Context: an optimization exercise on an open-source flow, tuned for small area, a short achievable clock period and few clock cycles. The choices shown serve that exercise and are no tape-out recipe. No run shown here included a check of the RTL's function; only the layout flow was run. Power is estimated from default activity; no workload was simulated.

<file path="flow/config.mk">
export PLATFORM = sky130hd
export DESIGN_NAME = owd_core
export DESIGN_NICKNAME = owd_core
export VERILOG_FILES = /design/flow/design.v
export SDC_FILE = /design/flow/constraint.sdc
export NUM_CORES = 4
export LEC_CHECK = 0
export ABC_CLOCK_PERIOD_IN_PS = 3500
export CAP_MARGIN = 30
export CORE_MARGIN = 2
export CORE_UTILIZATION = 55
export SETUP_SLACK_MARGIN = 5
export SLEW_MARGIN = 30
</file>
<file path="flow/constraint.sdc">
create_clock -name core_clock -period 12.0 [get_ports {clk}]
set_input_delay 2.4000 -clock core_clock [delete_from_list [all_inputs] [get_ports {clk}]]
set_output_delay 2.4000 -clock core_clock [all_outputs]
set_load 0.01 [all_outputs]
</file>
<file path="flow/design.v">
module owd_core (
    input              clk,
    input              rst,
    input              start,
    input              cancel,
    input      [31:0]  sample_rate_hz,
    input              force_overdrive,
    input              channel_valid,
    input      [7:0]   channel,
    output reg         cur_valid,
    output reg [1:0]   cur_cmd,
    output reg [31:0]  cur_n,
    input              cur_ack,
    input      [63:0]  cur_sample,
    input              cur_level,
    input              cur_eos,
    output             snk_valid,
    output     [180:0] snk_data,
    output             idle,
    output             busy,
    output             halted,
    output reg [1:0]   halt_reason,
    output     [7:0]   chan
);
    localparam [31:0] MIN_SAMPLE_RATE_HZ = 32'd2000000;
    localparam [1:0] CMD_QUERY = 2'd0, CMD_ADV_EDGE = 2'd1, CMD_PEEK_EDGE = 2'd2, CMD_ADV_BY = 2'd3;
    localparam [1:0] REC_FRAME = 2'd0, REC_COMMIT = 2'd1, REC_MARKER = 2'd2, REC_PROGRESS = 2'd3;
    localparam [2:0] MK_INVALID = 3'd0, MK_START = 3'd1, MK_DOWNARROW = 3'd2, MK_ZERO = 3'd3,
                     MK_ONE = 3'd4;
    localparam [1:0] LAYER_UNKNOWN = 2'd0, LAYER_DATA = 2'd1, LAYER_COMMAND = 2'd2,
                     LAYER_CRC = 2'd3;
    localparam [1:0] HR_NONE = 2'd0, HR_CANCELLED = 2'd1, HR_EOS = 2'd2, HR_CONFIG = 2'd3;
    localparam [4:0] S_IDLE = 5'd0,  S_HALT = 5'd1,  S_CFGE = 5'd2,  S_Q   = 5'd3,
                     S_M0   = 5'd4,  S_M1   = 5'd5,  S_M2   = 5'd6,  S_GAPF = 5'd7,
                     S_DISP = 5'd8,  S_RA   = 5'd9,  S_B    = 5'd10, S_C1  = 5'd11,
                     S_C2   = 5'd12, S_FR   = 5'd13, S_PR   = 5'd14, S_CX  = 5'd15,
                     S_FIX  = 5'd16, S_EFIX = 5'd17, S_RQ  = 5'd18, S_GQ  = 5'd19;
    reg [4:0]  ph;
    reg [7:0]  cfg_chan;
    reg [63:0] rise, fall, field_start;
    reg [47:0] acc;
    reg [5:0]  bits;
    reg [1:0]  layer;
    reg        unk;         
    reg        defer;       
    reg        warn;
    reg        h_lt10;      
    reg        h_gap;       
    reg        hacc;        
    reg        lvl;         
    reg        lazy;        
    reg        prog_rise;   
    reg        fr_done;
    reg        asm_pend, asm_bit;
    reg        c_rst, c_warn, c_gtchk, c_gtsp;
    reg [15:0] t10;
    reg [1:0]  t40lo;
    reg [15:0] t15;
    reg        t30lo;
    reg [3:0]  t480lo;
    reg [18:0] t88;
    reg [20:0] t380;
    wire [22:0] t1000 = acc[22:0];
    wire [16:0] t30  = {t15, t30lo};
    wire [17:0] t40  = {t10, t40lo};
    wire [20:0] t480 = {t15, t30lo, t480lo};
    reg [5:0]  tstep;
    wire [12:0] tQ   = acc[12:0];
    wire [19:0] tR   = acc[32:13];
    wire [22:0] tqb  = field_start[22:0];
    wire [19:0] trem = field_start[42:23];
    reg        rv;
    reg [1:0]  rtype;
    reg [1:0]  rbase;       
    reg [2:0]  rmk;
    reg        rfd;         
    reg        rfr;         
    assign idle   = (ph == S_IDLE);
    assign halted = (ph == S_HALT);
    assign busy   = !idle && !halted;
    assign chan   = cfg_chan;
    wire thr_ready = (tstep == 6'd50);
    reg        te_div, te_first, te_b;
    reg [3:0]  te_wr;       
    always @(*) begin
        te_div = 1'b0; te_first = 1'b0; te_b = 1'b0; te_wr = 4'd0;
        case (tstep)
            6'd0, 6'd1, 6'd2, 6'd3, 6'd4, 6'd5, 6'd6, 6'd7, 6'd8, 6'd9, 6'd10, 6'd11, 6'd12:
                te_div = 1'b1;
            6'd13: te_wr = 4'd1;
            6'd14: te_b = 1'b1;
            6'd15: ;
            6'd16: te_wr = 4'd2;
            6'd17: ;
            6'd18: begin te_wr = 4'd5; te_first = 1'b1; te_b = 1'b1; end
            6'd19, 6'd20: te_b = 1'b1;
            6'd21: te_wr = 4'd3;
            6'd22: te_wr = 4'd4;
            6'd23, 6'd24, 6'd25: ;
            6'd26: begin te_wr = 4'd8; te_first = 1'b1; end
            6'd27, 6'd28: te_b = 1'b1;
            6'd29, 6'd30, 6'd31: ;
            6'd32: begin te_wr = 4'd6; te_first = 1'b1; end
            6'd33, 6'd34, 6'd35, 6'd36, 6'd37: te_b = 1'b1;
            6'd38, 6'd39: ;
            6'd40: begin te_wr = 4'd7; te_first = 1'b1; te_b = 1'b1; end
            6'd41, 6'd42, 6'd43: te_b = 1'b1;
            6'd44: ;
            6'd45: te_b = 1'b1;
            6'd46, 6'd47, 6'd48: ;
            6'd49: te_wr = 4'd9;
            default: ;
        endcase
    end
    wire [3:0]  te_bitidx  = 4'd12 - tstep[3:0];
    wire        te_ratebit = sample_rate_hz[te_bitidx];
    wire [19:0] te_sr  = te_first ? tR : trem;
    wire [22:0] te_sq  = te_first ? {10'd0, tQ} : tqb;
    wire [19:0] te_add = te_div ? {19'd0, te_ratebit} : (te_b ? tR : 20'd0);
    wire [21:0] te_t0  = {1'b0, te_sr, 1'b0} + {2'd0, te_add};
    wire        te_c2  = (te_t0 >= 22'd2000000);
    wire        te_c1  = (te_t0 >= 22'd1000000);
    wire [21:0] te_rm  = te_t0 - (te_c2 ? 22'd2000000 : te_c1 ? 22'd1000000 : 22'd0);
    wire [19:0] te_rn  = te_rm[19:0];
    wire [1:0]  te_cn  = {te_c2, te_c1 & !te_c2};
    wire [22:0] te_qn  = {te_sq[21:0], 1'b0} + {21'd0, te_cn} +
                         ((!te_div && te_b) ? {10'd0, tQ} : 23'd0);
    wire [63:0] sb      = (ph == S_M1) ? rise : fall;
    wire [39:0] sb_hi_p1 = sb[63:24] + 40'd1;
    wire        d_eq0   = (cur_sample[63:24] == sb[63:24]);
    wire        d_eq1   = (cur_sample[63:24] == sb_hi_p1);
    wire [23:0] cur_lo  = cur_sample[23:0];
    wire [23:0] sb_lo   = sb[23:0];
    function lt24;
        input [23:0] a, b;
        reg [31:0] l0, e0;
        reg [15:0] l1, e1;
        reg [7:0]  l2, e2;
        reg [3:0]  l3, e3;
        reg [1:0]  l4, e4;
        integer i;
        begin
            l0 = {8'd0, ~a & b};
            e0 = {8'hFF, ~(a ^ b)};
            for (i = 0; i < 16; i = i + 1) begin
                l1[i] = l0[2*i+1] | (e0[2*i+1] & l0[2*i]);
                e1[i] = e0[2*i+1] & e0[2*i];
            end
            for (i = 0; i < 8; i = i + 1) begin
                l2[i] = l1[2*i+1] | (e1[2*i+1] & l1[2*i]);
                e2[i] = e1[2*i+1] & e1[2*i];
            end
            for (i = 0; i < 4; i = i + 1) begin
                l3[i] = l2[2*i+1] | (e2[2*i+1] & l2[2*i]);
                e3[i] = e2[2*i+1] & e2[2*i];
            end
            for (i = 0; i < 2; i = i + 1) begin
                l4[i] = l3[2*i+1] | (e3[2*i+1] & l3[2*i]);
                e4[i] = e3[2*i+1] & e3[2*i];
            end
            lt24 = l4[1] | (e4[1] & l4[0]);
        end
    endfunction
    wire d_bw    = lt24(cur_lo, sb_lo);
    wire d_small = d_bw ? d_eq1 : d_eq0;
    function below;
        input [23:0] c, s, t;
        input        k2;
        input        bw;
        reg   [25:0] x, y, z, sm, cy, a, b;
        reg   [23:0] g0, p0;
        reg   [11:0] g1, p1;
        reg   [5:0]  g2, p2;
        reg   [2:0]  g3, p3;
        reg          c24, c25, u24, u25;
        integer i;
        begin
            x  = {2'b00, c};
            y  = {2'b11, ~s};
            z  = {2'b11, ~t};
            sm = x ^ y ^ z;
            cy = (x & y) | (x & z) | (y & z);
            a  = sm;
            b  = {cy[24:0], k2};
            g0 = a[23:0] & b[23:0];
            p0 = a[23:0] | b[23:0];
            g0[0] = p0[0];
            for (i = 0; i < 12; i = i + 1) begin
                g1[i] = g0[2*i+1] | (p0[2*i+1] & g0[2*i]);
                p1[i] = p0[2*i+1] & p0[2*i];
            end
            for (i = 0; i < 6; i = i + 1) begin
                g2[i] = g1[2*i+1] | (p1[2*i+1] & g1[2*i]);
                p2[i] = p1[2*i+1] & p1[2*i];
            end
            for (i = 0; i < 3; i = i + 1) begin
                g3[i] = g2[2*i+1] | (p2[2*i+1] & g2[2*i]);
                p3[i] = p2[2*i+1] & p2[2*i];
            end
            c24 = g3[2] | (p3[2] & (g3[1] | (p3[1] & g3[0])));
            u24 = a[24] ^ b[24] ^ c24;
            c25 = (a[24] & b[24]) | ((a[24] | b[24]) & c24);
            u25 = a[25] ^ b[25] ^ c25;
            below = bw ? (u25 & ~u24) : u25;
        end
    endfunction
    wire dd_lt10   = d_small &&  below(cur_lo, sb_lo, {8'd0, t10},   1'b1, d_bw);
    wire [22:0] tb_sel  = (ph == S_M1) ? t1000 : (ph == S_RQ) ? {2'd0, t480} : {2'd0, t380};
    wire        b_below = below(cur_lo, sb_lo, {1'b0, tb_sel}, (ph == S_RQ), d_bw);
    wire dd_gt1000 = !d_small || !b_below;
    wire dd_gt15   = !d_small || !below(cur_lo, sb_lo, {8'd0, t15},   1'b0, d_bw);
    wire dd_gt30   = !d_small || !below(cur_lo, sb_lo, {7'd0, t30},   1'b0, d_bw);
    wire dd_gt40   = !d_small || !below(cur_lo, sb_lo, {6'd0, t40},   1'b0, d_bw);
    wire dd_lt88   = d_small &&  below(cur_lo, sb_lo, {5'd0, t88},   1'b1, d_bw);
    wire dd_gt380  = !d_small || !b_below;
    wire dd_lt480  = d_small && b_below;
    wire x_gh   = !defer && h_lt10;
    wire x_gl   = !defer && dd_lt10;
    wire x_rst  = dd_gt380 || (force_overdrive && dd_gt40 && dd_lt88);
    wire x_warn = dd_gt380;      
    reg [5:0] layer_width;
    always @(*) begin
        case (layer)
            LAYER_DATA:    layer_width = 6'd16;
            LAYER_COMMAND: layer_width = 6'd48;
            default:       layer_width = 6'd8;
        endcase
    end
    wire asm_full = (bits + 6'd1 == layer_width);
    wire asm_on   = (layer != LAYER_UNKNOWN);
    wire [4:0] asm_next = !asm_on ? S_PR : asm_full ? S_FR : S_PR;
    always @(*) begin
        cur_valid = 1'b0;
        cur_cmd   = CMD_ADV_EDGE;
        cur_n     = 32'd0;
        case (ph)
            S_Q, S_GQ, S_RA: begin cur_valid = 1'b1; cur_cmd = CMD_QUERY; end
            S_M0, S_RQ: cur_valid = 1'b1;
            S_M1:   cur_valid = thr_ready;
            S_M2:   begin cur_valid = 1'b1; cur_cmd = CMD_PEEK_EDGE; end
            S_B, S_FIX: begin cur_valid = 1'b1; cur_cmd = CMD_ADV_BY; cur_n = {15'd0, t30}; end
            S_C1, S_EFIX: begin cur_valid = 1'b1; cur_cmd = CMD_ADV_BY; cur_n = {16'd0, t15}; end
            S_C2:   begin cur_valid = 1'b1; cur_cmd = CMD_ADV_BY; cur_n = {16'd0, t15} + {31'd0, t30lo}; end
            default: ;
        endcase
    end
    wire ack = cur_valid && cur_ack;
    wire [63:0] s_samp   = (rbase == 2'd1) ? rise : (rbase == 2'd2) ? field_start : fall;
    wire        r_frame  = (rtype == REC_FRAME);
    wire        r_marker = (rtype == REC_MARKER);
    wire        r_commit = (rtype == REC_COMMIT);
    assign snk_valid         = rv;
    assign snk_data[1:0]     = rtype;
    assign snk_data[65:2]    = r_commit ? 64'd0 : s_samp;
    assign snk_data[68:66]   = r_marker ? rmk : r_frame ? rise[2:0] : 3'd0;
    assign snk_data[129:69]  = r_frame ? rise[63:3] : 61'd0;
    assign snk_data[131:130] = rfd ? layer : 2'd0;
    assign snk_data[179:132] = rfd ? acc : 48'd0;
    assign snk_data[180]     = rfr & warn;
    wire m2_ok   = (ph == S_M2) && ack;
    wire do_disp = (m2_ok && !x_gh && !x_gl && !unk) || (ph == S_DISP);
    wire f_rst   = (ph == S_DISP) ? c_rst   : x_rst;
    wire f_warn  = (ph == S_DISP) ? c_warn  : x_warn;
    wire f_gtchk = (ph == S_DISP) ? c_gtchk : dd_gt15;
    wire f_gtsp  = (ph == S_DISP) ? c_gtsp  : dd_gt30;
    wire [24:0] fsp_lo  = {1'b0, fall[23:0]} + {8'd0, t30};
    wire [63:0] fall_sp = {fsp_lo[24] ? sb_hi_p1 : fall[63:24], fsp_lo[23:0]};
    always @(posedge clk) begin
        begin
            rv  <= 1'b0;
            rfd <= 1'b0;
            rfr <= 1'b0;
            if (!thr_ready) begin
                tstep <= tstep + 6'd1;
                field_start[42:0] <= {te_rn, te_qn};
                case (te_wr)
                    4'd1: acc[32:0] <= {trem, tqb[12:0]};
                    4'd2: t10    <= tqb[15:0];
                    4'd3: t15    <= tqb[15:0];
                    4'd4: t30lo  <= tqb[0];
                    4'd5: t40lo  <= tqb[1:0];
                    4'd6: t88    <= tqb[18:0];
                    4'd7: t380   <= tqb[20:0];
                    4'd8: t480lo <= tqb[3:0];
                    4'd9: acc[22:0] <= tqb[22:0];
                    default: ;
                endcase
            end
            if (asm_pend) begin
                asm_pend <= 1'b0;
                if (asm_on) begin
                    if (asm_bit)
                        acc[bits] <= 1'b1;
                    bits <= bits + 6'd1;
                end
            end
            if ((ph == S_M2) && (bits == 6'd0))
                field_start <= fall;
            begin
                case (ph)
                    S_IDLE: begin
                        if (start) begin
                            if (sample_rate_hz < MIN_SAMPLE_RATE_HZ || !channel_valid) begin
                                halt_reason <= HR_CONFIG;
                                ph          <= S_CFGE;
                            end else begin
                                cfg_chan    <= channel;
                                halt_reason <= HR_NONE;
                                layer       <= LAYER_UNKNOWN;
                                bits        <= 6'd0;
                                unk         <= 1'b1;
                                defer       <= 1'b0;
                                hacc        <= 1'b0;
                                lazy        <= 1'b0;
                                fr_done     <= 1'b0;
                                asm_pend    <= 1'b0;
                                tstep       <= 6'd0;
                                field_start[42:0] <= {1'b0, sample_rate_hz[31:13], 23'd0};
                                ph          <= S_Q;
                            end
                        end
                    end
                    S_CFGE: ph <= S_HALT;
                    S_Q: if (ack) begin
                        rise <= cur_sample;
                        lvl  <= cur_level;
                        ph   <= cur_level ? S_M1 : S_M0;
                    end
                    S_M0: if (ack) begin
                        if (!hacc)
                            rise <= cur_sample;
                        hacc <= 1'b0;
                        lazy <= 1'b0;
                        ph   <= S_M1;
                    end
                    S_M1: if (ack) begin
                        fall   <= cur_sample;
                        h_lt10 <= dd_lt10;
                        h_gap  <= dd_gt1000;
                        ph     <= S_M2;
                    end
                    S_M2: if (ack) begin
                        if (!x_rst)
                            fall <= fall_sp;
                        if (!x_gl)
                            rise <= cur_sample;
                        if (x_gh || x_gl) begin
                            rmk   <= MK_INVALID;
                            hacc  <= !x_gh;
                            ph    <= S_GQ;
                        end else begin
                            defer   <= 1'b0;
                            c_rst   <= x_rst;
                            c_warn  <= x_warn;
                            c_gtchk <= dd_gt15;
                            c_gtsp  <= dd_gt30;
                            if (unk) begin
                                rmk   <= h_gap ? MK_START : MK_DOWNARROW;
                                ph    <= S_GQ;
                            end
                        end
                    end
                    S_GQ: if (ack) begin
                        fall  <= cur_sample;
                        rv    <= 1'b1;
                        rtype <= REC_MARKER;
                        rbase <= 2'd0;
                        ph    <= !unk ? S_M0 : (rmk == MK_START) ? S_GAPF :
                                 (rmk == MK_DOWNARROW) ? S_DISP : S_M0;
                    end
                    S_RQ: if (ack) begin
                        warn   <= warn && dd_lt480;
                        rv     <= 1'b1;
                        rtype  <= REC_FRAME;
                        rbase  <= 2'd0;
                        rfr    <= 1'b1;
                        layer  <= LAYER_DATA;
                        bits   <= 6'd0;
                        acc    <= 48'd0;
                        unk    <= 1'b0;
                        defer  <= 1'b1;
                        lvl       <= 1'b1;
                        prog_rise <= 1'b1;
                        ph        <= S_PR;
                    end
                    S_GAPF: begin
                        rv    <= 1'b1;
                        rtype <= REC_COMMIT;
                        layer <= LAYER_DATA;
                        bits  <= 6'd0;
                        acc   <= 48'd0;
                        unk   <= 1'b0;
                        ph    <= S_DISP;
                    end
                    S_RA: if (ack) begin
                        fall <= cur_sample;
                        ph   <= S_RQ;
                    end
                    S_B, S_C2: if (ack) begin
                        fall      <= cur_sample;
                        rv        <= 1'b1;
                        rtype     <= REC_MARKER;
                        rbase     <= 2'd0;
                        rmk       <= cur_level ? MK_ONE : MK_ZERO;
                        lvl       <= cur_level;
                        prog_rise <= 1'b0;
                        asm_pend  <= 1'b1;
                        asm_bit   <= cur_level;
                        ph        <= asm_next;
                    end
                    S_C1: if (ack) begin
                        fall <= cur_sample;
                        if (cur_level) begin
                            rv        <= 1'b1;
                            rtype     <= REC_MARKER;
                            rbase     <= 2'd0;
                            rmk       <= MK_INVALID;
                            lvl       <= 1'b1;
                            prog_rise <= 1'b0;
                            ph        <= S_PR;
                        end else begin
                            ph <= S_C2;
                        end
                    end
                    S_FR: begin
                        rv      <= 1'b1;
                        rtype   <= REC_FRAME;
                        rbase   <= 2'd2;
                        rfd     <= 1'b1;
                        fr_done <= 1'b1;
                        ph      <= S_PR;
                    end
                    S_PR: begin
                        rv    <= 1'b1;
                        rtype <= REC_PROGRESS;
                        rbase <= prog_rise ? 2'd1 : 2'd0;
                        if (fr_done) begin
                            fr_done <= 1'b0;
                            bits    <= 6'd0;
                            acc     <= 48'd0;
                            layer   <= (layer == LAYER_DATA) ? LAYER_COMMAND : LAYER_CRC;
                        end
                        if (cancel)
                            ph <= lazy ? S_FIX : S_CX;
                        else
                            ph <= lvl ? S_M1 : S_M0;
                    end
                    S_CX: begin
                        halt_reason <= HR_CANCELLED;
                        ph          <= S_HALT;
                    end
                    S_FIX: if (ack) begin
                        halt_reason <= HR_CANCELLED;
                        ph          <= S_HALT;
                    end
                    S_EFIX: if (ack) begin
                        halt_reason <= HR_EOS;
                        ph          <= S_HALT;
                    end
                    default: ;  
                endcase
                if (do_disp) begin
                    if (f_rst) begin
                        rv     <= 1'b1;
                        rtype  <= REC_COMMIT;
                        warn   <= f_warn;
                        ph     <= S_RQ;
                    end else if (f_gtsp) begin
                        if (ph == S_DISP)
                            fall  <= fall_sp;
                        rv        <= 1'b1;
                        rtype     <= REC_MARKER;
                        rbase     <= 2'd0;
                        rmk       <= MK_ZERO;
                        lvl       <= 1'b0;
                        prog_rise <= 1'b0;
                        lazy      <= 1'b1;
                        asm_pend  <= 1'b1;
                        asm_bit   <= 1'b0;
                        ph        <= asm_next;
                    end else if (f_gtchk) begin
                        ph <= S_B;
                    end else begin
                        ph <= S_C1;
                    end
                end
            end
        end
        if (ack && cur_eos) begin
            rv <= 1'b0;
            if (ph == S_B) begin
                ph <= S_EFIX;
            end else begin
                halt_reason <= HR_EOS;
                ph          <= S_HALT;
            end
        end
        if (rst) begin
            ph          <= S_IDLE;
            halt_reason <= HR_NONE;
            cfg_chan    <= 8'd0;
            rv          <= 1'b0;
        end
    end
endmodule
</file>
<file path="flow/run.sh">
#!/bin/bash
# synth_recipe.tcl (not shown) runs the flow's synth.tcl, then flattens the netlist and writes it again
# the make line also repeats each setting of config.mk as NAME=value (left out here)
make -C /OpenROAD-flow-scripts/flow DESIGN_CONFIG=/design/flow/config.mk WORK_HOME=/design/flow/orfs CLKGATE_MAP_FILE= SYNTH_SCRIPT=/design/flow/synth_recipe.tcl finish
</file>
==> impl_metrics.csv, run 1 <==
group,metric,value,unit
status,run_status,"no timing/DRC/antenna violations",
global_routing,gr-total-overflow,0,
flow_run,max_cap_viol_count,0,
critical_path,timing.critical_path.slowest_stage_cell,"sky130_fd_sc_hd__fa_1",
floorplan,die_area,59800,µm²
drt,detail-route-antenna-nets,0,
synth,synth_area_per_cell,8.18,µm²
clock_network,clk_transition_reported_paths,0.06,ns
clock_network,clock_sink_count,381,
drt,detail_route.wirelength,137000,µm
synth,ys_async_sr_fraction,0,%
floorplan,row_count,88,
place,post-place-cells,4802,
global_routing,number_of_antenna_violations_at_the_first_check_in_global_routing,10,
synth,synth_area,31800,µm²
pwr,power_density,237,nW/µm²
clock_network,tritoncts,"built",
drt,via_density_per_instance,6.95,
drt,drc,0,
cells_and_area,final_layout_size_suffix_gt1_share,9.44,%
floorplan,initial_utilization,55.4,%
critical_path,required,12.50,ns
drt,via_count,34400,
sta,report.final.setup_viol,0,
global_routing,grt_max_degree,65,
sta,final.period_utilization,57.5,%
sta,final_hold_viol_count,0,
sta,final.min_clock_period,6.90,ns
critical_path,crit_fanout,16,
sta,skew,0.0252,ns
floorplan,floorplan.die.height,245,µm
clock_network,clock-root-buffer,"sky130_fd_sc_hd__clkbuf_16",
hold_path,worst_hold_path.num_cells,2,
critical_path,start_kind,"primary input",
floorplan,die_w,245,µm
critical_path,crit_buf_inv,5,
global_routing,first_global_vias,32600,
sta,holdWs,0.458,ns
synth,synth_seq_cells,381,
critical_path,cell_family_with_most_cp_delay,"compound AO/OA/AOI/OAI gates",
critical_path,timing_worst_setup_path_type,"primary input to flip-flop",
place,place_hpwl,97600,µm
critical_path,r2r.worst_path.cells,26,
synth,synth_ff_type,"sky130_fd_sc_hd__dfxtp_1",
critical_path,worst_setup_end_kind,"flip-flop",
clock_network,cts-root-to-sink-buffers,3,
sta,rsz0062_at_grt,"false",
critical_path,critical_path.cell_chain,"dlygate4sd2_1 > clkinvlp_4 > fa_1 > nor2b_1 > a221o_1 > a2111oi_2 > buf_4 > nand4_1 > a41o_1 > a221oi_1 > nor3_1 > maj3_1 > maj3_1 > nand4_4 > buf_4 > o31ai_4 > buf_4 > o21ai_0 > a21oi_1 > a221o_1",
pwr,totalPowerFinal,9100,µW
clock_network,cts_htree_levels,2,
sta,slew_violations,0,
global_routing,grt_util_all_layers,44.1,%
sta,achievable-frequency,0.145,GHz
sta,max_slew.worst_pin.slew,1.04,ns
cells_and_area,finish.instance_area,38400,µm²
synth,gate_count_of_the_mapped_netlist,3891,
pwr,leakagePower,0.0146,µW
critical_path,crit_path_frequent_cell,"sky130_fd_sc_hd__buf_4",
synth,synthesis.yosys.warnings,1,
critical_path,crit_cells,20,
cells_and_area,layout.nets,4488,
critical_path,critical_path.max_stage_delay,0.52,ns
synth,synth_edf_count,176,
drt,routedWlPerCell,27.6,µm
place,placedInstanceArea,35700,µm²
drt,drt-pass1-iter-count,8,
sta,slew_headroom,30.3,%
clock_network,clock_buffer_count_from_cts,46,
floorplan,top_level_ports,343,
sta,fin_tns_setup,0,ns
drt,drt_first_iter_violations,5407,
hold_path,hold_path_class,"flip-flop to flip-flop",
pwr,ir_worst_vdd,0.166,mV
clock_network,worst_skew_pair.late_latency,0.62,ns
synth,synth-seq-area-share,29.5,%
cells_and_area,synthToLayoutAreaGrowth,20.8,%
floorplan,core_area,57500,µm²
place,gp_congestion,1.01,
synth,synth_cell_type_count,106,
global_routing,grt_pass1_wl,202000,µm
cells_and_area,final_cell_count_no_fill,4957,
critical_path,reg2reg_setup_slack,5.14,ns
place,port_buffers,327,
critical_path,cp_data_arrival_time,7.40,ns
[sequential cells by signal (all words and copies together) (netlist names), 2 cells and up]
signal,cells
acc,48
rise,64
cfg_chan,8
rtype,2
t40lo,2
rmk,3
te_wr,4
ph,5
t480lo,4
t10,16
tstep,6
field_start,64
halt_reason,2
rbase,2
bits,6
fall,64
t15,16
t380,21
layer,2
t88,19
[logic make-up after synthesis]
family | after synthesis | share of synthesized area [%]
simple gates | 1387 | 21.3
compound gates | 1177 | 24.1
buf+inv | 468 | 5.88
flops | 381 | 29.5
fa+ha+maj | 259 | 12.5
xor+xnor | 127 | 3.49
mux | 91 | 3.16
other cells | 1 | 0.0118
[worst min-delay path, cell delays in order, from the launching register on]
cell	delay (ns)
sky130_fd_sc_hd__dfxtp_1	0.31
sky130_fd_sc_hd__nand2_1	0.05
sky130_fd_sc_hd__a21oi_1	0.05
[metrics by stage]
step / util, % / setup WS [ns]
5_1_grt: 66.9 / 4.95
4_1_cts: 66.1 / 5.00
3_3_place_gp: 62.0 / 3.12
3_5_place_dp: 62.1 / 3.05
2_1_floorplan: - / 5.01
6_report: 66.9 / 5.10
[routing by layer]
| metal | routed length (µm) | up-vias | GRT usage [%] |
|---|---|---|---|
| met4 | 7180 | 6 | 20.0 |
| met5 | 39 | - | 0 |
| met3 | 19700 | 586 | 12.1 |
| met2 | 57400 | 2783 | 64.4 |
| li1 | - | 14700 | - |
| met1 | 52500 | 16400 | 60.8 |
[cells in the final DEF, fill, tap and decap left out, types with 78 or more instances in the layout]
cell | synthesis | layout
sky130_fd_sc_hd__nand2_1 | 504 | 502
sky130_fd_sc_hd__a21oi_1 | 327 | 318
sky130_fd_sc_hd__clkdlybuf4s50_1 | 0 | 313
sky130_fd_sc_hd__o21ai_0 | 253 | 240
sky130_fd_sc_hd__nor2_1 | 242 | 239
sky130_fd_sc_hd__dfxtp_1 | 205 | 203
sky130_fd_sc_hd__inv_1 | 205 | 189
sky130_fd_sc_hd__edfxtp_1 | 176 | 176
sky130_fd_sc_hd__and2_1 | 162 | 162
sky130_fd_sc_hd__ha_1 | 115 | 112
sky130_fd_sc_hd__fa_1 | 111 | 111
sky130_fd_sc_hd__buf_4 | 18 | 109
sky130_fd_sc_hd__a22oi_1 | 101 | 101
sky130_fd_sc_hd__nor3_1 | 95 | 88
sky130_fd_sc_hd__nand3_1 | 80 | 78
[report_power, final]
group / switching, µW / leakage, µW / internal (µW)
clock: 634 / 0.000797 / 928
combinational: 3050 / 0.0105 / 2160
sequential: 634 / 0.00331 / 1700
total: 4320 / 0.0146 / 4780
[synth_stat cells (17+ instances only)]
library cell                instances  share of area (%)
sky130_fd_sc_hd__xor2_1            49                1.3
sky130_fd_sc_hd__nand2b_1          54                1.1
sky130_fd_sc_hd__and3_1            36               0.71
sky130_fd_sc_hd__a31oi_1           80                1.6
sky130_fd_sc_hd__nand4_1           41               0.81
sky130_fd_sc_hd__ha_1             115                4.5
sky130_fd_sc_hd__a21o_1            22               0.52
sky130_fd_sc_hd__a222oi_1          28               0.88
sky130_fd_sc_hd__nor2_1           242                2.9
sky130_fd_sc_hd__o2111ai_1         18               0.50
sky130_fd_sc_hd__maj3_1            33                1.0
sky130_fd_sc_hd__buf_2             27               0.42
sky130_fd_sc_hd__o21ai_0          253                4.0
sky130_fd_sc_hd__a211oi_1          51                1.2
sky130_fd_sc_hd__edfxtp_1         176                 17
sky130_fd_sc_hd__dfxtp_1          205                 13
sky130_fd_sc_hd__a221o_1           37                1.2
sky130_fd_sc_hd__mux2i_1           51                1.6
sky130_fd_sc_hd__and2_1           162                3.2
sky130_fd_sc_hd__inv_1            205                2.4
sky130_fd_sc_hd__nand2_1          504                5.9
sky130_fd_sc_hd__nand3_1           80                1.3
sky130_fd_sc_hd__xnor2_1           78                2.1
sky130_fd_sc_hd__buf_4             18               0.42
sky130_fd_sc_hd__o31ai_1           17               0.40
sky130_fd_sc_hd__a22oi_1          101                2.4
sky130_fd_sc_hd__nor4_1            30               0.59
sky130_fd_sc_hd__buf_1             31               0.37
sky130_fd_sc_hd__nor2b_1           51                1.0
sky130_fd_sc_hd__a21oi_1          327                5.1
sky130_fd_sc_hd__mux2_2            36                1.3
sky130_fd_sc_hd__clkbuf_1         184                2.2
sky130_fd_sc_hd__o211ai_1          40               0.94
sky130_fd_sc_hd__nor3_1            95                1.5
sky130_fd_sc_hd__fa_1             111                7.0
sky130_fd_sc_hd__or3_1             20               0.39
sky130_fd_sc_hd__o22ai_1           29               0.57
[repair_timing]
| action | in CTS | in global routing |
|---|---|---|
| pin swaps | 17 | 27 |
| buffers inserted | 31 | 27 |
| gates resized for setup | 84 | 72 |
| gates cloned | 5 | 1 |
| setup endpoints to repair | 168 | 155 |
| endpoints found under the hold margin | 0 | 0 |
| hold buffers | 0 | 0 |
[worst paths after layout]
| check | end | startpoint |
|---|---|---|
| max | fall[44]$_DFF_P_ | cur_sample[11] |
| min | cfg_chan[1]$_SDFFE_PP0P_ | cfg_chan[1]$_SDFFE_PP0P_ |
| max reg2reg | fall[58]$_DFF_P_ | ph[4]$_SDFFE_PP0P_ |
| min reg2reg | cfg_chan[1]$_SDFFE_PP0P_ | cfg_chan[1]$_SDFFE_PP0P_ |
[area by class of cell]
class / instances / area (µm²)
clock inverter: 23 / 285
clock buffer: 62 / 1370
sequential: 381 / 9390
tap: 765 / 957
multi-input combinational: 3056 / 21100
antenna: 6 / 15.0
inverter: 206 / 825
fill: 4699 / 19000
timing repair buffer: 458 / 4460
==> run 2: changes to the inputs <==
--- a/flow/design.v
+++ b/flow/design.v
@@ -257,7 +257,7 @@
     assign snk_data[131:130] = rfd ? layer : 2'd0;
     assign snk_data[179:132] = rfd ? acc : 48'd0;
     assign snk_data[180]     = rfr & warn;
-    wire m2_ok   = (ph == S_M2) && ack;
+    wire m2_ok   = (ph == S_M2) && ack && !cur_eos;
     wire do_disp = (m2_ok && !x_gh && !x_gl && !unk) || (ph == S_DISP);
     wire f_rst   = (ph == S_DISP) ? c_rst   : x_rst;
     wire f_warn  = (ph == S_DISP) ? c_warn  : x_warn;
@@ -294,11 +294,21 @@
                     bits <= bits + 6'd1;
                 end
             end
-            if ((ph == S_M2) && (bits == 6'd0))
+            if ((ph == S_M2) && ack && (bits == 6'd0))
                 field_start <= fall;
             begin
                 case (ph)
                     S_IDLE: begin
+                        layer       <= LAYER_UNKNOWN;
+                        bits        <= 6'd0;
+                        unk         <= 1'b1;
+                        defer       <= 1'b0;
+                        hacc        <= 1'b0;
+                        lazy        <= 1'b0;
+                        fr_done     <= 1'b0;
+                        asm_pend    <= 1'b0;
+                        tstep       <= 6'd0;
+                        field_start[42:0] <= {1'b0, sample_rate_hz[31:13], 23'd0};
                         if (start) begin
                             if (sample_rate_hz < MIN_SAMPLE_RATE_HZ || !channel_valid) begin
                                 halt_reason <= HR_CONFIG;
@@ -306,16 +316,6 @@
                             end else begin
                                 cfg_chan    <= channel;
                                 halt_reason <= HR_NONE;
-                                layer       <= LAYER_UNKNOWN;
-                                bits        <= 6'd0;
-                                unk         <= 1'b1;
-                                defer       <= 1'b0;
-                                hacc        <= 1'b0;
-                                lazy        <= 1'b0;
-                                fr_done     <= 1'b0;
-                                asm_pend    <= 1'b0;
-                                tstep       <= 6'd0;
-                                field_start[42:0] <= {1'b0, sample_rate_hz[31:13], 23'd0};
                                 ph          <= S_Q;
                             end
                         end
==> impl_metrics.csv, run 2 <==
group,metric,value,unit
status,run_status,"no timing/DRC/antenna violations",
critical_path,cp_data_arrival_time,7.44,ns
sta,max_slew.worst_pin.slew,1.02,ns
global_routing,grt_pass1_wl,199000,µm
sta,report.final.setup_viol,0,
critical_path,required,12.51,ns
synth,synth_top_area_share,18.1,%
global_routing,number_of_antenna_violations_at_the_first_check_in_global_routing,10,
synth,post_synth_most_frequent_cells,"470 x sky130_fd_sc_hd__nand2_1, 351 x sky130_fd_sc_hd__a21oi_1, 331 x sky130_fd_sc_hd__nor2_1",
pwr,netSwitchingPower,2210,µW
drt,drt-pass1-iter-count,7,
drt,drt_first_iter_violations,4992,
clock_network,tritoncts,"built",
drt,routedWlPerCell,26.9,µm
floorplan,die_w,247,µm
sta,slew_headroom,31.2,%
critical_path,worst_setup_end_kind,"flip-flop",
place,place_hpwl,98600,µm
cells_and_area,synthToLayoutAreaGrowth,19.9,%
synth,synth_seq_cells,381,
cells_and_area,final_layout_size_suffix_gt1_share,8.91,%
floorplan,initial_utilization,55.9,%
pwr,power_density,141,nW/µm²
synth,library_cell_occupying_the_most_area_in_the_post_synthesis_netlist,"sky130_fd_sc_hd__edfxtp_1",
synth,synth_area_per_cell,8.04,µm²
synth,synth_area,32400,µm²
critical_path,critical_path.cell_chain,"clkdlybuf4s50_1 > clkinvlp_4 > ha_1 > nand4_1 > or4_4 > a311oi_1 > o2111a_2 > or4_4 > a2bb2oi_1 > or4_1 > nor4_4 > and3_4 > and3_4 > nor2_4 > buf_12 > o2bb2ai_1 > a221o_1",
clock_network,clk_transition_reported_paths,0.06,ns
synth,synth_edf_count,195,
sta,final.min_clock_period,6.93,ns
global_routing,global_route.usage.met2,62.2,%
global_routing,grt_max_degree,65,
place,port_buffers,327,
floorplan,top_level_ports,343,
floorplan,row_count,88,
critical_path,timing.critical_path.slowest_stage_cell,"sky130_fd_sc_hd__clkdlybuf4s50_1",
global_routing,first_global_vias,31100,
floorplan,die_area,60900,µm²
sta,rsz0062_at_grt,"false",
cells_and_area,largest_registers,"fall (64), field_start (64), rise (64)",
drt,detail_route.wirelength,137000,µm
clock_network,clock-root-buffer,"sky130_fd_sc_hd__clkbuf_16",
synth,synth-seq-area-share,29.5,%
clock_network,clock_buffer_count_from_cts,45,
clock_network,cts-root-to-sink-buffers,3,
critical_path,crit_buf_inv,3,
critical_path,timing_worst_setup_path_type,"primary input to flip-flop",
critical_path,crit_fanout,64,
clock_network,clock_sink_count,381,
cells_and_area,most-common-layout-cells,"466 x sky130_fd_sc_hd__nand2_1, 340 x sky130_fd_sc_hd__a21oi_1, 327 x sky130_fd_sc_hd__nor2_1, 319 x sky130_fd_sc_hd__clkdlybuf4s50_1, 200 x sky130_fd_sc_hd__o21ai_0",
sta,skew,0.0282,ns
drt,via_density_per_instance,6.81,
synth,ys_async_sr_fraction,0,%
critical_path,cell_family_with_most_cp_delay,"simple AND/OR/NAND/NOR gates",
drt,via_count,34500,
sta,achievable-frequency,0.144,GHz
cells_and_area,final_cell_count_no_fill,5069,
drt,drc,0,
global_routing,globalRouteMet3Util,13.0,%
synth,synth.most_common_cell,"sky130_fd_sc_hd__nand2_1",
flow_run,max_cap_viol_count,0,
sta,final.period_utilization,57.8,%
cells_and_area,filler_cell_count,4978,
global_routing,top_usage_layer,"met2",
cells_and_area,mostFrequentLayoutCell,"sky130_fd_sc_hd__nand2_1",
global_routing,grt_util_all_layers,43.4,%
place,post-place-cells,4924,
global_routing,groute.layer.met1.usage,60.7,%
clock_network,worst_skew_pair.late_latency,0.63,ns
pwr,power_switching_share,40.3,%
sta,fin_tns_setup,0,ns
cells_and_area,layout.nets,4577,
synth,gate_count_of_the_mapped_netlist,4032,
hold_path,hold_path_class,"flip-flop to flip-flop",
sta,holdWs,0.467,ns
pwr,power.share.combinational,40.2,%
cells_and_area,finish.instance_area,38900,µm²
critical_path,start_kind,"primary input",
cells_and_area,final_util,67.0,%
pwr,leakagePower,0.0140,µW
synth,synthTopCellsByArea,"sky130_fd_sc_hd__edfxtp_1 18%, sky130_fd_sc_hd__dfxtp_1 11%, sky130_fd_sc_hd__nand2_1 5.4%",
sta,slew_violations,0,
place,gp_congestion,1.06,
pwr,ir_worst_vdd,0.179,mV
sta,final_hold_viol_count,0,
floorplan,floorplan.die.height,247,µm
floorplan,core_area,58000,µm²
pwr,clockPowerShare,27.5,%
critical_path,critical_path.max_stage_delay,0.67,ns
clock_network,cts_htree_levels,2,
synth,synth_cell_type_count,95,
synth,synthesis.yosys.warnings,1,
pwr,p_int,3270,µW
pwr,seq_power_share,32.3,%
place,placedInstanceArea,36300,µm²
global_routing,gr-total-overflow,0,
drt,detail-route-antenna-nets,0,
synth,synth_ff_type,"sky130_fd_sc_hd__edfxtp_1",
[run 2: cell types whose count changed after synthesis, sizes merged, moves of 19 or more]
cell | previous run | this run
a211oi | 52 | 32
a21oi | 327 | 354
a222oi | 28 | 7
a22oi | 102 | 152
dfxtp | 205 | 186
edfxtp | 176 | 195
fa | 111 | 88
inv | 206 | 181
nand2 | 505 | 470
nor2 | 243 | 334
nor3 | 96 | 117
o21ai | 266 | 209
o22ai | 29 | 83
[run 2: routing by layer]
| metal | routed length [µm] | up-vias |
|---|---|---|
| li1 | - | 15200 |
| met1 | 53600 | 16300 |
| met2 | 56100 | 2634 |
| met3 | 20400 | 413 |
| met4 | 6310 | 12 |
| met5 | 119 | - |
[run 2: worst register-to-register path, delay by kind of cell, from the launching register on]
kind                       cells  cell delay, ns
muxes                          1            0.35
AOI/OAI and AO/OA             17            3.45
xor gates and xnor gates       2            0.34
adders and majority gates      4            1.26
and+or+nand+nor                5            0.63
buffers and inverters          3            0.37
DFF                            1            0.37
[run 2: cells by family (layout without fill, tap and decap cells)]
| logic type | count (synthesis) | after routing | synth area share [%] |
|---|---|---|---|
| AOI/OAI and AO/OA | 1236 | 1236 | 24.8 |
| xor gates and xnor gates | 154 | 154 | 4.16 |
| adders and majority gates | 229 | 229 | 10.7 |
| buffers and inverters | 469 | 722 | 5.74 |
| DFF | 381 | 381 | 29.5 |
| muxes | 95 | 95 | 3.25 |
| other | 1 | 20 | 0.0116 |
| and+or+nand+nor | 1467 | 1467 | 21.8 |
[run 2: repair_timing]
item	in CTS	in global routing
endpoints found under the setup margin	176	128
gates resized for setup	50	61
gates cloned	2	0
pin swaps	21	29
hold buffers	0	0
setup buffers	19	35
[run 2: power groups by stage]
stage / combinational (µW) / clock [µW] / sequential [µW]
2_1_floorplan: 1450 / 0 / 1640
4_1_cts: 2100 / 1500 / 1750
6_report: 2210 / 1510 / 1770
3_3_place_gp: 2050 / 0 / 1780
3_5_place_dp: 2060 / 0 / 1780
5_1_grt: 2380 / 1550 / 1780
[run 2: area by class of cell]
class / instances / area [µm²] / area share [%]
multi-input cells: 3196 / 21600 / 55.6
diodes: 5 / 12.5 / 0.0322
repair buffers: 455 / 4400 / 11.3
clock inverters: 29 / 317 / 0.815
inverters: 183 / 709 / 1.83
clock buffers: 55 / 1290 / 3.32
flip-flops and latches: 381 / 9580 / 24.7
well taps: 765 / 957 / 2.46
[run 2: worst paths after layout]
path               startpoint                      endpoint  slack (ns)  depth (start not counted)
max            cur_sample[14]              fall[21]$_DFF_P_        5.07                         17
min           acc[39]$_DFF_P_               acc[39]$_DFF_P_        0.47                          2
max reg2reg  te_first$_DFF_P_  field_start[18]$_SDFFE_PP0P_        5.17                         32
min reg2reg   acc[39]$_DFF_P_               acc[39]$_DFF_P_        0.47                          2
[run 2: per-stage QoR]
step / total power [µW] / setup WS [ns]
detailed placement: 3840 / 3.23
global route: 5710 / 4.90
global placement: 3820 / 3.35
finish: 5490 / 5.07
CTS: 5350 / 5.01
floorplan: 3100 / 5.00
==> run 3: changes to the inputs <==
--- a/flow/design.v
+++ b/flow/design.v
@@ -60,7 +60,7 @@
     reg [3:0]  t480lo;
     reg [18:0] t88;
     reg [20:0] t380;
-    wire [22:0] t1000 = acc[22:0];
+    reg [22:0] t1000;
     wire [16:0] t30  = {t15, t30lo};
     wire [17:0] t40  = {t10, t40lo};
     wire [20:0] t480 = {t15, t30lo, t480lo};
@@ -127,91 +127,21 @@
                          ((!te_div && te_b) ? {10'd0, tQ} : 23'd0);
     wire [63:0] sb      = (ph == S_M1) ? rise : fall;
     wire [39:0] sb_hi_p1 = sb[63:24] + 40'd1;
-    wire        d_eq0   = (cur_sample[63:24] == sb[63:24]);
-    wire        d_eq1   = (cur_sample[63:24] == sb_hi_p1);
-    wire [23:0] cur_lo  = cur_sample[23:0];
-    wire [23:0] sb_lo   = sb[23:0];
-    function lt24;
-        input [23:0] a, b;
-        reg [31:0] l0, e0;
-        reg [15:0] l1, e1;
-        reg [7:0]  l2, e2;
-        reg [3:0]  l3, e3;
-        reg [1:0]  l4, e4;
-        integer i;
-        begin
-            l0 = {8'd0, ~a & b};
-            e0 = {8'hFF, ~(a ^ b)};
-            for (i = 0; i < 16; i = i + 1) begin
-                l1[i] = l0[2*i+1] | (e0[2*i+1] & l0[2*i]);
-                e1[i] = e0[2*i+1] & e0[2*i];
-            end
-            for (i = 0; i < 8; i = i + 1) begin
-                l2[i] = l1[2*i+1] | (e1[2*i+1] & l1[2*i]);
-                e2[i] = e1[2*i+1] & e1[2*i];
-            end
-            for (i = 0; i < 4; i = i + 1) begin
-                l3[i] = l2[2*i+1] | (e2[2*i+1] & l2[2*i]);
-                e3[i] = e2[2*i+1] & e2[2*i];
-            end
-            for (i = 0; i < 2; i = i + 1) begin
-                l4[i] = l3[2*i+1] | (e3[2*i+1] & l3[2*i]);
-                e4[i] = e3[2*i+1] & e3[2*i];
-            end
-            lt24 = l4[1] | (e4[1] & l4[0]);
-        end
-    endfunction
-    wire d_bw    = lt24(cur_lo, sb_lo);
-    wire d_small = d_bw ? d_eq1 : d_eq0;
-    function below;
-        input [23:0] c, s, t;
-        input        k2;
-        input        bw;
-        reg   [25:0] x, y, z, sm, cy, a, b;
-        reg   [23:0] g0, p0;
-        reg   [11:0] g1, p1;
-        reg   [5:0]  g2, p2;
-        reg   [2:0]  g3, p3;
-        reg          c24, c25, u24, u25;
-        integer i;
-        begin
-            x  = {2'b00, c};
-            y  = {2'b11, ~s};
-            z  = {2'b11, ~t};
-            sm = x ^ y ^ z;
-            cy = (x & y) | (x & z) | (y & z);
-            a  = sm;
-            b  = {cy[24:0], k2};
-            g0 = a[23:0] & b[23:0];
-            p0 = a[23:0] | b[23:0];
-            g0[0] = p0[0];
-            for (i = 0; i < 12; i = i + 1) begin
-                g1[i] = g0[2*i+1] | (p0[2*i+1] & g0[2*i]);
-                p1[i] = p0[2*i+1] & p0[2*i];
-            end
-            for (i = 0; i < 6; i = i + 1) begin
-                g2[i] = g1[2*i+1] | (p1[2*i+1] & g1[2*i]);
-                p2[i] = p1[2*i+1] & p1[2*i];
-            end
-            for (i = 0; i < 3; i = i + 1) begin
-                g3[i] = g2[2*i+1] | (p2[2*i+1] & g2[2*i]);
-                p3[i] = p2[2*i+1] & p2[2*i];
-            end
-            c24 = g3[2] | (p3[2] & (g3[1] | (p3[1] & g3[0])));
-            u24 = a[24] ^ b[24] ^ c24;
-            c25 = (a[24] & b[24]) | ((a[24] | b[24]) & c24);
-            u25 = a[25] ^ b[25] ^ c25;
-            below = bw ? (u25 & ~u24) : u25;
-        end
-    endfunction
-    wire dd_lt10   = d_small &&  below(cur_lo, sb_lo, {8'd0, t10},   1'b1, d_bw);
     wire [22:0] tb_sel  = (ph == S_M1) ? t1000 : (ph == S_RQ) ? {2'd0, t480} : {2'd0, t380};
-    wire        b_below = below(cur_lo, sb_lo, {1'b0, tb_sel}, (ph == S_RQ), d_bw);
+    wire        d_small, c_lt10, c_gt15, c_gt30, c_gt40, c_lt88, b_below;
+    owd_meas meas (
+        .cur(cur_sample), .sb(sb), .sb_hi_p1(sb_hi_p1),
+        .t10(t10), .t15(t15), .t30(t30), .t40(t40), .t88(t88),
+        .tb(tb_sel), .kb(ph == S_RQ),
+        .dsmall(d_small), .lt10(c_lt10), .gt15(c_gt15), .gt30(c_gt30), .gt40(c_gt40),
+        .lt88(c_lt88), .bb(b_below)
+    );
+    wire dd_lt10   = d_small && c_lt10;
     wire dd_gt1000 = !d_small || !b_below;
-    wire dd_gt15   = !d_small || !below(cur_lo, sb_lo, {8'd0, t15},   1'b0, d_bw);
-    wire dd_gt30   = !d_small || !below(cur_lo, sb_lo, {7'd0, t30},   1'b0, d_bw);
-    wire dd_gt40   = !d_small || !below(cur_lo, sb_lo, {6'd0, t40},   1'b0, d_bw);
-    wire dd_lt88   = d_small &&  below(cur_lo, sb_lo, {5'd0, t88},   1'b1, d_bw);
+    wire dd_gt15   = !d_small || c_gt15;
+    wire dd_gt30   = !d_small || c_gt30;
+    wire dd_gt40   = !d_small || c_gt40;
+    wire dd_lt88   = d_small && c_lt88;
     wire dd_gt380  = !d_small || !b_below;
     wire dd_lt480  = d_small && b_below;
     wire x_gh   = !defer && h_lt10;
@@ -266,7 +196,12 @@
     wire [24:0] fsp_lo  = {1'b0, fall[23:0]} + {8'd0, t30};
     wire [63:0] fall_sp = {fsp_lo[24] ? sb_hi_p1 : fall[63:24], fsp_lo[23:0]};
     always @(posedge clk) begin
-        begin
+        if (rst) begin
+            ph          <= S_IDLE;
+            halt_reason <= HR_NONE;
+            cfg_chan    <= 8'd0;
+            rv          <= 1'b0;
+        end else begin
             rv  <= 1'b0;
             rfd <= 1'b0;
             rfr <= 1'b0;
@@ -282,7 +217,7 @@
                     4'd6: t88    <= tqb[18:0];
                     4'd7: t380   <= tqb[20:0];
                     4'd8: t480lo <= tqb[3:0];
-                    4'd9: acc[22:0] <= tqb[22:0];
+                    4'd9: t1000  <= tqb[22:0];
                     default: ;
                 endcase
             end
@@ -296,19 +231,16 @@
             end
             if ((ph == S_M2) && ack && (bits == 6'd0))
                 field_start <= fall;
-            begin
+            if (ack && cur_eos) begin
+                if (ph == S_B) begin
+                    ph <= S_EFIX;
+                end else begin
+                    halt_reason <= HR_EOS;
+                    ph          <= S_HALT;
+                end
+            end else begin
                 case (ph)
                     S_IDLE: begin
-                        layer       <= LAYER_UNKNOWN;
-                        bits        <= 6'd0;
-                        unk         <= 1'b1;
-                        defer       <= 1'b0;
-                        hacc        <= 1'b0;
-                        lazy        <= 1'b0;
-                        fr_done     <= 1'b0;
-                        asm_pend    <= 1'b0;
-                        tstep       <= 6'd0;
-                        field_start[42:0] <= {1'b0, sample_rate_hz[31:13], 23'd0};
                         if (start) begin
                             if (sample_rate_hz < MIN_SAMPLE_RATE_HZ || !channel_valid) begin
                                 halt_reason <= HR_CONFIG;
@@ -316,6 +248,16 @@
                             end else begin
                                 cfg_chan    <= channel;
                                 halt_reason <= HR_NONE;
+                                layer       <= LAYER_UNKNOWN;
+                                bits        <= 6'd0;
+                                unk         <= 1'b1;
+                                defer       <= 1'b0;
+                                hacc        <= 1'b0;
+                                lazy        <= 1'b0;
+                                fr_done     <= 1'b0;
+                                asm_pend    <= 1'b0;
+                                tstep       <= 6'd0;
+                                field_start[42:0] <= {1'b0, sample_rate_hz[31:13], 23'd0};
                                 ph          <= S_Q;
                             end
                         end
@@ -340,8 +282,7 @@
                         ph     <= S_M2;
                     end
                     S_M2: if (ack) begin
-                        if (!x_rst)
-                            fall <= fall_sp;
+                        fall <= fall_sp;
                         if (!x_gl)
                             rise <= cur_sample;
                         if (x_gh || x_gl) begin
@@ -464,7 +405,7 @@
                         rv     <= 1'b1;
                         rtype  <= REC_COMMIT;
                         warn   <= f_warn;
-                        ph     <= S_RQ;
+                        ph     <= (ph == S_DISP) ? S_RQ : S_RA;
                     end else if (f_gtsp) begin
                         if (ph == S_DISP)
                             fall  <= fall_sp;
@@ -486,20 +427,108 @@
                 end
             end
         end
-        if (ack && cur_eos) begin
-            rv <= 1'b0;
-            if (ph == S_B) begin
-                ph <= S_EFIX;
-            end else begin
-                halt_reason <= HR_EOS;
-                ph          <= S_HALT;
+    end
+endmodule
+module owd_meas (
+    input  [63:0] cur,
+    input  [63:0] sb,
+    input  [39:0] sb_hi_p1,
+    input  [15:0] t10,
+    input  [15:0] t15,
+    input  [16:0] t30,
+    input  [17:0] t40,
+    input  [18:0] t88,
+    input  [22:0] tb,
+    input         kb,
+    output        dsmall,
+    output        lt10,
+    output        gt15,
+    output        gt30,
+    output        gt40,
+    output        lt88,
+    output        bb
+);
+    function lt24;
+        input [23:0] a, b;
+        reg [31:0] l0, e0;
+        reg [15:0] l1, e1;
+        reg [7:0]  l2, e2;
+        reg [3:0]  l3, e3;
+        reg [1:0]  l4, e4;
+        integer i;
+        begin
+            l0 = {8'd0, ~a & b};
+            e0 = {8'hFF, ~(a ^ b)};
+            for (i = 0; i < 16; i = i + 1) begin
+                l1[i] = l0[2*i+1] | (e0[2*i+1] & l0[2*i]);
+                e1[i] = e0[2*i+1] & e0[2*i];
             end
+            for (i = 0; i < 8; i = i + 1) begin
+                l2[i] = l1[2*i+1] | (e1[2*i+1] & l1[2*i]);
+                e2[i] = e1[2*i+1] & e1[2*i];
+            end
+            for (i = 0; i < 4; i = i + 1) begin
+                l3[i] = l2[2*i+1] | (e2[2*i+1] & l2[2*i]);
+                e3[i] = e2[2*i+1] & e2[2*i];
+            end
+            for (i = 0; i < 2; i = i + 1) begin
+                l4[i] = l3[2*i+1] | (e3[2*i+1] & l3[2*i]);
+                e4[i] = e3[2*i+1] & e3[2*i];
+            end
+            lt24 = l4[1] | (e4[1] & l4[0]);
         end
-        if (rst) begin
-            ph          <= S_IDLE;
-            halt_reason <= HR_NONE;
-            cfg_chan    <= 8'd0;
-            rv          <= 1'b0;
+    endfunction
+    wire [23:0] cur_lo = cur[23:0];
+    wire [23:0] sb_lo  = sb[23:0];
+    wire        d_eq0  = (cur[63:24] == sb[63:24]);
+    wire        d_eq1  = (cur[63:24] == sb_hi_p1);
+    wire        d_bw   = lt24(cur_lo, sb_lo);
+    assign dsmall = d_bw ? d_eq1 : d_eq0;
+    function below;
+        input [23:0] c, s, t;
+        input        k2;
+        input        bw;
+        reg   [25:0] x, y, z, sm, cy, a, b;
+        reg   [23:0] g0, p0;
+        reg   [11:0] g1, p1;
+        reg   [5:0]  g2, p2;
+        reg   [2:0]  g3, p3;
+        reg          c24, c25, u24, u25;
+        integer i;
+        begin
+            x  = {2'b00, c};
+            y  = {2'b11, ~s};
+            z  = {2'b11, ~t};
+            sm = x ^ y ^ z;
+            cy = (x & y) | (x & z) | (y & z);
+            a  = sm;
+            b  = {cy[24:0], k2};
+            g0 = a[23:0] & b[23:0];
+            p0 = a[23:0] | b[23:0];
+            g0[0] = p0[0];
+            for (i = 0; i < 12; i = i + 1) begin
+                g1[i] = g0[2*i+1] | (p0[2*i+1] & g0[2*i]);
+                p1[i] = p0[2*i+1] & p0[2*i];
+            end
+            for (i = 0; i < 6; i = i + 1) begin
+                g2[i] = g1[2*i+1] | (p1[2*i+1] & g1[2*i]);
+                p2[i] = p1[2*i+1] & p1[2*i];
+            end
+            for (i = 0; i < 3; i = i + 1) begin
+                g3[i] = g2[2*i+1] | (p2[2*i+1] & g2[2*i]);
+                p3[i] = p2[2*i+1] & p2[2*i];
+            end
+            c24 = g3[2] | (p3[2] & (g3[1] | (p3[1] & g3[0])));
+            u24 = a[24] ^ b[24] ^ c24;
+            c25 = (a[24] & b[24]) | ((a[24] | b[24]) & c24);
+            u25 = a[25] ^ b[25] ^ c25;
+            below = bw ? (u25 & ~u24) : u25;
         end
-    end
+    endfunction
+    assign lt10 =  below(cur_lo, sb_lo, {8'd0, t10}, 1'b1, d_bw);
+    assign gt15 = !below(cur_lo, sb_lo, {8'd0, t15}, 1'b0, d_bw);
+    assign gt30 = !below(cur_lo, sb_lo, {7'd0, t30}, 1'b0, d_bw);
+    assign gt40 = !below(cur_lo, sb_lo, {6'd0, t40}, 1'b0, d_bw);
+    assign lt88 =  below(cur_lo, sb_lo, {5'd0, t88}, 1'b1, d_bw);
+    assign bb   =  below(cur_lo, sb_lo, {1'b0, tb}, kb, d_bw);
 endmodule
--- a/flow/config.mk
+++ b/flow/config.mk
@@ -5,9 +5,9 @@
 export SDC_FILE = /design/flow/constraint.sdc
 export NUM_CORES = 4
 export LEC_CHECK = 0
-export ABC_CLOCK_PERIOD_IN_PS = 3500
 export CAP_MARGIN = 30
 export CORE_MARGIN = 2
 export CORE_UTILIZATION = 55
 export SETUP_SLACK_MARGIN = 5
 export SLEW_MARGIN = 30
+export SYNTH_HIERARCHICAL = 1
==> impl_metrics.csv, run 3 <==
group,metric,value,unit
sta,achievable-frequency,0.143,GHz
clock_network,tritoncts,"built",
place,port_buffers,327,
global_routing,grt_max_degree,68,
place,place_hpwl,91500,µm
drt,detail_route.wirelength,129000,µm
synth,synthTopCellsByArea,"sky130_fd_sc_hd__edfxtp_1 34%, sky130_fd_sc_hd__fa_1 6.6%, sky130_fd_sc_hd__nand2_1 6.1%",
critical_path,crit_fanout,52,
floorplan,die_area,63300,µm²
critical_path,required,12.27,ns
synth,synth_seq_cells,404,
status,run_status,"no timing/DRC/antenna violations",
synth,synthesis.yosys.warnings,8,
global_routing,grt_util_all_layers,39.6,%
pwr,leakagePower,0.0158,µW
clock_network,clk_transition_reported_paths,0.07,ns
sta,slew_violations,0,
floorplan,die_w,252,µm
pwr,ir_worst_vdd,0.137,mV
sta,final_hold_viol_count,0,
synth,post_synth_most_frequent_cells,"546 x sky130_fd_sc_hd__nand2_1, 381 x sky130_fd_sc_hd__edfxtp_1, 272 x sky130_fd_sc_hd__nor2_1",
drt,via_count,32500,
hold_path,hold_path_class,"flip-flop to flip-flop",
synth,synth_area,33700,µm²
sta,report.final.setup_viol,0,
clock_network,clock-root-buffer,"sky130_fd_sc_hd__clkbuf_16",
critical_path,reg2reg_setup_slack,5.16,ns
global_routing,gr-total-overflow,0,
sta,max_slew.worst_pin.slew,1.05,ns
clock_network,cts_htree_levels,2,
cells_and_area,synthToLayoutAreaGrowth,19.6,%
sta,final.period_utilization,58.2,%
floorplan,row_count,90,
cells_and_area,layout.nets,4453,
drt,drt-pass1-iter-count,6,
critical_path,timing_worst_setup_path_type,"primary input to flip-flop",
synth,synth.most_common_cell,"sky130_fd_sc_hd__nand2_1",
drt,drc,0,
floorplan,initial_utilization,55.8,%
sta,rsz0062_at_grt,"false",
cells_and_area,largest_registers,"fall (64), field_start (64), rise (64)",
cells_and_area,mostFrequentLayoutCell,"sky130_fd_sc_hd__nand2_1",
clock_network,clock_buffer_count_from_cts,46,
synth,synth-seq-area-share,35.3,%
drt,via_density_per_instance,6.62,
global_routing,grt_pass1_wl,192000,µm
sta,fin_tns_setup,0,ns
flow_run,max_cap_viol_count,0,
clock_network,cts-root-to-sink-buffers,3,
synth,synth_ff_type,"sky130_fd_sc_hd__edfxtp_1",
critical_path,cp_data_arrival_time,7.26,ns
synth,synth_cell_type_count,98,
floorplan,core_area,60500,µm²
pwr,power_density,183,nW/µm²
sta,slew_headroom,30.0,%
floorplan,top_level_ports,343,
drt,routedWlPerCell,26.3,µm
clock_network,cts.hold.buffers_added,0,
cells_and_area,final_util,66.7,%
sta,final.min_clock_period,6.98,ns
cells_and_area,final_layout_size_suffix_gt1_share,8.19,%
global_routing,first_global_vias,31800,
synth,synth_top_area_share,33.9,%
synth,gate_count_of_the_mapped_netlist,3808,
sta,skew,0.0363,ns
synth,ys_async_sr_fraction,0,%
critical_path,start_kind,"primary input",
clock_network,clock_sink_count,404,
critical_path,worst_setup_end_kind,"flip-flop",
synth,library_cell_occupying_the_most_area_in_the_post_synthesis_netlist,"sky130_fd_sc_hd__edfxtp_1",
drt,detail-route-antenna-nets,0,
floorplan,floorplan.die.height,252,µm
drt,drt_first_iter_violations,4285,
global_routing,number_of_antenna_violations_at_the_first_check_in_global_routing,6,
clock_network,worst_skew_pair.late_latency,0.62,ns
place,gp_congestion,1.01,
synth,synth_edf_count,381,
synth,synth_area_per_cell,8.86,µm²
cells_and_area,most-common-layout-cells,"543 x sky130_fd_sc_hd__nand2_1, 381 x sky130_fd_sc_hd__edfxtp_1, 314 x sky130_fd_sc_hd__clkdlybuf4s50_1, 254 x sky130_fd_sc_hd__nor2_1, 247 x sky130_fd_sc_hd__inv_1",
cells_and_area,filler_cell_count,4788,
-- run 3: power by group --
group | leakage [µW] | internal [µW] | switching (µW)
Combinational | 0.0112 | 1530 | 2130
Sequential | 0.00379 | 1880 | 339
Clock | 0.000741 | 854 | 658
-- run 3: modules after synthesis, one instance, submodules excluded --
module | cells | cell area (µm²) | times used | flip-flops and latches
owd_core | 2994 | 27000 | 1 | 404
owd_meas | 814 | 6700 | 1 | 0
-- run 3: kinds of logic (layout without fill, tap and decap cells) --
| kind of cell | after synthesis | count (layout) | share of synthesized area (%) |
|---|---|---|---|
| adder cells (fa/ha/maj) | 278 | 278 | 12.6 |
| AND/OR/NAND/NOR | 1365 | 1366 | 18.9 |
| buffers and inverters | 469 | 774 | 5.50 |
| flip-flops | 404 | 404 | 35.3 |
| other | 1 | 19 | 0.0111 |
| XOR/XNOR | 175 | 175 | 4.54 |
| multiplexers | 139 | 139 | 4.40 |
| AO/OA/AOI/OAI | 977 | 977 | 18.8 |
-- run 3: layout make-up --
cell class	count	area (µm²)	share of cell area (%)
multi-input combinational	2950	20600	51.0
clock inverter	31	358	0.887
antenna	4	10.0	0.0248
inverter	257	978	2.42
sequential	404	11900	29.5
clock buffer	52	1190	2.96
tap	782	978	2.42
timing repair buffer	434	4360	10.8
-- run 3: final timing paths --
check | startpoint | end | cells past startpoint
max | cur_sample[4] | rise[23]$_DFFE_PP_ | 23
min | halt_reason[0]$_SDFFE_PP0P_ | halt_reason[0]$_SDFFE_PP0P_ | 2
max reg2reg | ph[1]$_SDFFE_PP0P_ | ph[4]$_SDFFE_PP0P_ | 33
min reg2reg | halt_reason[0]$_SDFFE_PP0P_ | halt_reason[0]$_SDFFE_PP0P_ | 2
-- run 3: stage by stage --
stage	worst slack, ns	hold WS [ns]	power [µW]	area (µm²)	cells
CTS	4.96	0.452	7250	39700	4869
finish	5.02	0.453	7400	40400	4914
detailed placement	3.54	0.443	5630	37700	4765
global route	4.85	0.481	7790	40400	4914
floorplan	4.54	0.451	4490	33900	3822
global placement	3.69	0.445	5560	37700	4765
-- run 3: worst max-delay path, stage by stage --
cell,delay (ns)
sky130_fd_sc_hd__clkdlybuf4s50_1,0.59
sky130_fd_sc_hd__clkinvlp_4,0.23
sky130_fd_sc_hd__ha_4,0.20
sky130_fd_sc_hd__a21o_1,0.15
sky130_fd_sc_hd__a21o_1,0.15
sky130_fd_sc_hd__a21oi_1,0.22
sky130_fd_sc_hd__o221ai_2,0.21
sky130_fd_sc_hd__o21a_4,0.32
sky130_fd_sc_hd__nor2_4,0.11
sky130_fd_sc_hd__buf_12,0.15
sky130_fd_sc_hd__buf_4,0.14
sky130_fd_sc_hd__mux2i_1,0.19
sky130_fd_sc_hd__a22oi_1,0.11
sky130_fd_sc_hd__nand4_1,0.14
sky130_fd_sc_hd__nor3_2,0.06
sky130_fd_sc_hd__buf_4,0.17
sky130_fd_sc_hd__and2_4,0.17
sky130_fd_sc_hd__a21o_1,0.16
sky130_fd_sc_hd__mux2i_1,0.23
sky130_fd_sc_hd__a21oi_2,0.13
sky130_fd_sc_hd__nor4_4,0.27
sky130_fd_sc_hd__buf_4,0.30
sky130_fd_sc_hd__buf_12,0.28
-- run 3: layer usage --
layer / vias to the layer above / GRT usage (%) / share of wire, %
li1: 14200 / - / -
met1: 15600 / 51.3 / 37
met2: 2285 / 63.2 / 45
met3: 455 / 7.68 / 11
met4: 2 / 20.3 / 6.0
met5: - / 0 / 0.010
-- run 3: what timing repair did --
item / 4_1_cts / 5_1_grt
setup buffers: 15 / 36
pin swaps: 15 / 26
resized for setup: 56 / 65
gates cloned: 6 / 3
setup endpoints to repair: 102 / 79

==> static timing again, ports no longer ideal <==
The flow's constraints put no driver on any port. The routed layouts listed below were extracted and timed again, unchanged, in two steps.
Step 1, drivers: a clkbuf_16 drives clk and a buf_2 each remaining input, both assumed.
Step 2 adds t to the input delays and takes it off the output delays; t is the mean of the earliest and latest rising clock arrival at the registers after step 1. Input paths then give back, and output paths get back, about the clock's delay inside the block.
a / b / c = ideal ports / drivers / drivers and shift; a / b = the first two.
| run | t (ns) | setup slack, ns | worst hold slack (ns) | latest minus earliest clock arrival (ns) | cell pins on the clock port's net |
|---|---|---|---|---|---|
| run 1 | 0.676 | 5.098 / 5.138 / 4.470 | 0.458 / 0.458 / 0.458 | 0.025 / 0.025 | 1 |
| run 2 | 0.676 | 5.066 / 5.028 / 4.352 | 0.467 / 0.467 / 0.467 | 0.028 / 0.029 | 1 |
| run 3 | 0.669 | 5.017 / 5.034 / 4.366 | 0.453 / 0.453 / 0.453 | 0.037 / 0.037 | 1 |
After both steps setup and hold are still met in every run listed. The setup slack of run 2, which loses most, moves by -0.038 ns with the drivers and by -0.714 ns with both steps.
